Context: an optimization exercise on an open-source flow, tuned for a short achievable clock period. The choices shown serve that exercise and are no tape-out recipe.
Where RTL was checked, it was by simulation tests only, not by an equivalence proof against the original.
No activity file was given, so power comes from the tool's default toggle rates.

==> flow/design.v (excerpt) <==
module fsv (
    input  wire         clk,
    input  wire         rst,         
    input  wire         op_valid,
    input  wire [11:0]  op_word,
    output reg  [7:0]   acc,
    output wire [151:0] fb,
    output reg  [4:0]   len,
    output reg          ovf,
    output reg          valid,
    output reg  [7:0]   cmd,
    output reg  [7:0]   tid0,
    output reg  [7:0]   tid1,
    output reg  [15:0]  pm25,
    output reg  [15:0]  pm10,
    output reg  [7:0]   fwy,
    output reg  [7:0]   fwm,
    output reg  [7:0]   fwd,
    output reg  [7:0]   rid0,
    output reg  [7:0]   rid1,
    output reg          pmw,
    output reg          fww,
    output reg          idw,
    output reg  [2:0]   err,
    output reg          fatal
);
    localparam [7:0] HEADER    = 8'hAA;
    localparam [7:0] TAIL      = 8'hAB;
    localparam [7:0] TYPE_CMD  = 8'hB4;
    localparam [7:0] TYPE_ACK  = 8'hC5;
    localparam [7:0] TYPE_DATA = 8'hC0;
    localparam [2:0] E_OK        = 3'd0;
    localparam [2:0] E_INVPARAM  = 3'd1;
    localparam [2:0] E_MALFORMED = 3'd3;
    localparam [2:0] E_ILLEGAL   = 3'd4;
    localparam [2:0] E_OVERFLOW  = 3'd5;
    localparam [2:0] E_RESCMD    = 3'd6;
    function [7:0] sel8;
        input       s;
        input [7:0] a;
        input [7:0] b;
        sel8 = ({8{s}} & a) | ({8{~s}} & b);
    endfunction
    function [7:0] add8;
  ...
Size: roughly 2000 cells after synthesis, about 380 flip-flops, about 290 I/O pins, about 17000 sq um of cells after synthesis.
make LEC_CHECK=0 ABC_CLOCK_PERIOD_IN_PS=2000 CAP_MARGIN=20 CORE_MARGIN=2 CORE_UTILIZATION=40 PLACE_DENSITY=0.6 SETUP_SLACK_MARGIN=4.6 SLEW_MARGIN=20 finish   # period 7.0 ns
run.sh (not shown) runs the stock make flow with config.mk's settings and CLKGATE_MAP_FILE= SYNTH_SCRIPT=/design/flow/synth_recipe.tcl, a recipe that flattens the netlist after the stock synthesis.
The starting point ran to the end with no violations.
Next try:
--- a/flow/design.v
+++ b/flow/design.v
@@ -37,48 +37,12 @@
     localparam [2:0] E_RESCMD    = 3'd6;
     function [7:0] sel8;
         input       s;
         input [7:0] a;
         input [7:0] b;
         sel8 = ({8{s}} & a) | ({8{~s}} & b);
-    endfunction
-    function [7:0] add8;
-        input [7:0] a;
-        input [7:0] b;
-        reg   [7:0] g, p, x;
-        integer k;
-        begin
-            g = a & b;
-            p = a | b;
-            x = a ^ b;
-            for (k = 7; k >= 1; k = k - 1) begin
-                g[k] = g[k] | (p[k] & g[k-1]);
-                p[k] = p[k] & p[k-1];
-            end
-            for (k = 7; k >= 2; k = k - 1) begin
-                g[k] = g[k] | (p[k] & g[k-2]);
-                p[k] = p[k] & p[k-2];
-            end
-            for (k = 7; k >= 4; k = k - 1)
-                g[k] = g[k] | (p[k] & g[k-4]);
-            add8 = x ^ {g[6:0], 1'b0};
-        end
-    endfunction
-    function [7:0] add8x4;
-        input [7:0] a;
-        input [7:0] b;
-        input [7:0] c;
-        input [7:0] d;
-        reg   [7:0] s1, c1, s2, c2;
-        begin
-            s1 = a ^ b ^ c;
-            c1 = {(a[6:0] & b[6:0]) | (a[6:0] & c[6:0]) | (b[6:0] & c[6:0]), 1'b0};
-            s2 = s1 ^ c1 ^ d;
-            c2 = {(s1[6:0] & c1[6:0]) | (s1[6:0] & d[6:0]) | (c1[6:0] & d[6:0]), 1'b0};
-            add8x4 = add8(s2, c2);
-        end
     endfunction
     function legal_cmd;
         input [7:0] c;
         legal_cmd = (c == 8'h02) || (c == 8'h04) || (c == 8'h05) ||
                     (c == 8'h06) || (c == 8'h07) || (c == 8'h08);
     endfunction
@@ -121,13 +85,13 @@
     wire full = lo[19];
     wire pre9  = lo[9] && (fbuf[0] == HEADER) &&
                  ((fbuf[1] == TYPE_ACK) || (fbuf[1] == TYPE_DATA)) &&
                  (d8 == fbuf[8]);
     wire pre18 = lo[18] && (fbuf[0] == HEADER) && (fbuf[1] == TYPE_CMD) &&
                  (d17 == fbuf[17]);
-    wire [7:0] cs = add8x4(cmd_i, tid0_i, tid1_i, s_all);
+    wire [7:0] cs = cmd_i + tid0_i + tid1_i + s_all;
     reg  [7:0] frame [0:18];
     integer i;
     always @(*) begin
         frame[0] = HEADER;
         frame[1] = TYPE_CMD;
         frame[2] = cmd_i;
@@ -146,13 +110,13 @@
     end
     wire b_ok   = d_bcmd && bok;
     wire p_ok   = d_push && !full;
     wire clr    = rst || d_fclr;
     wire [7:0] acc_nx  = rst ? 8'h00 :
                          d_csclr ? 8'h00 :
-                         sel8(d_csadd, add8(acc_i, imm), acc_i);
+                         sel8(d_csadd, acc_i + imm, acc_i);
     wire [4:0]  len_nx = clr ? 5'd0 :
                          p_ok ? len_inc :
                          b_ok ? 5'd19 : len;
     wire [19:0] lo_nx  = clr ? 20'd1 :
                          p_ok ? {lo[18:0], 1'b0} :
                          b_ok ? (20'd1 << 19) : lo;
@@ -161,13 +125,13 @@
                          b_ok ? {19{1'b1}} : th;
     wire le12_nx = clr ? 1'b1 : p_ok ? !th[11] : b_ok ? 1'b0 : !th[12];
     wire cl_nx   = rst ? 1'b0 : d_setcmd ? imm_legal : cl;
     wire [7:0] cmd_nx  = rst ? 8'h00 : sel8(d_setcmd, imm, cmd_i);
     wire [7:0] tid0_nx = rst ? 8'hFF : sel8(d_setid0, imm, tid0_i);
     wire [7:0] tid1_nx = rst ? 8'hFF : sel8(d_setid1, imm, tid1_i);
-    wire [7:0] s_all_nx = clr ? 8'h00 : sel8(d_push, add8(s_all, imm), s_all);
+    wire [7:0] s_all_nx = clr ? 8'h00 : sel8(d_push, s_all + imm, s_all);
     always @(posedge clk) begin
         acc    <= acc_nx;
         acc_n  <= ~acc_nx;
         len    <= len_nx;
         lo     <= lo_nx;
         th     <= th_nx;
@@ -178,14 +142,14 @@
         tid0   <= tid0_nx;
         tid0_n <= ~tid0_nx;
         tid1   <= tid1_nx;
         tid1_n <= ~tid1_nx;
         s_all  <= s_all_nx;
         snap2  <= sel8(lo[2], s_all, snap2);
-        d8     <= sel8(lo[8], add8(add8(s_all, ~snap2), 8'h01), d8);
-        d17    <= sel8(lo[17], add8(add8(s_all, ~snap2), 8'h01), d17);
+        d8     <= sel8(lo[8], s_all - snap2, d8);
+        d17    <= sel8(lo[17], s_all - snap2, d17);
         ovf    <= !clr && ((d_push && full) || ovf);
         rok    <= !rst && (d_push ? (pre9 && imm_tail) :
                            (d_fclr || b_ok) ? 1'b0 : rok);
         cok    <= !rst && (d_push ? (pre18 && imm_tail) :
                            d_fclr ? 1'b0 : (b_ok || cok));
         valid  <= !rst && (d_vcmd ? cok : d_vrpl ? rok : valid);
Effect: Non-clock buffer count goes up by 60. Routed wire length goes down by a few percent. Register-to-register slack improved by 240 ps. Fmax goes up by roughly a tenth. Synthesized area goes down by a few percent. Total power goes down slightly. Clock-buffer cell count goes down by 5. Final area goes up slightly. Cell count goes down slightly. Combinational power goes up by roughly a tenth. Hold slack stays flat. Utilization goes up by 2.5 points. Worst setup slack improved by 300 ps.
The RTL of the first run of this note was laid out without a check of its function.

re-timing with driven ports:
In the flow no input, the clock included, has a driving cell. The finished layouts below were timed again as built, in two steps. Step 1 assumes that a clkbuf_16 drives the clock port and a buf_2 every other input. Step 2, shift: input delay + t, output delay - t, t = (earliest + latest rising clock arrival at the registers) / 2. This alone moves slack from input paths to output paths. a / b / c = no drivers / after step 1 / after step 2; a / b = the first two.
run | t (ns) | setup slack, ns | clock arrival spread, ns | pins driven straight from the clock port
the first run | 0.633 | 3.829 / 3.832 / 3.199 | 0.031 / 0.031 | 1
the second run | 0.629 | 4.126 / 4.126 / 3.550 | 0.020 / 0.019 | 1
After both steps every run listed still meets setup and hold. For the first run, which loses most, drivers alone change the setup slack by +0.003 ns; drivers and shift together by -0.630 ns.
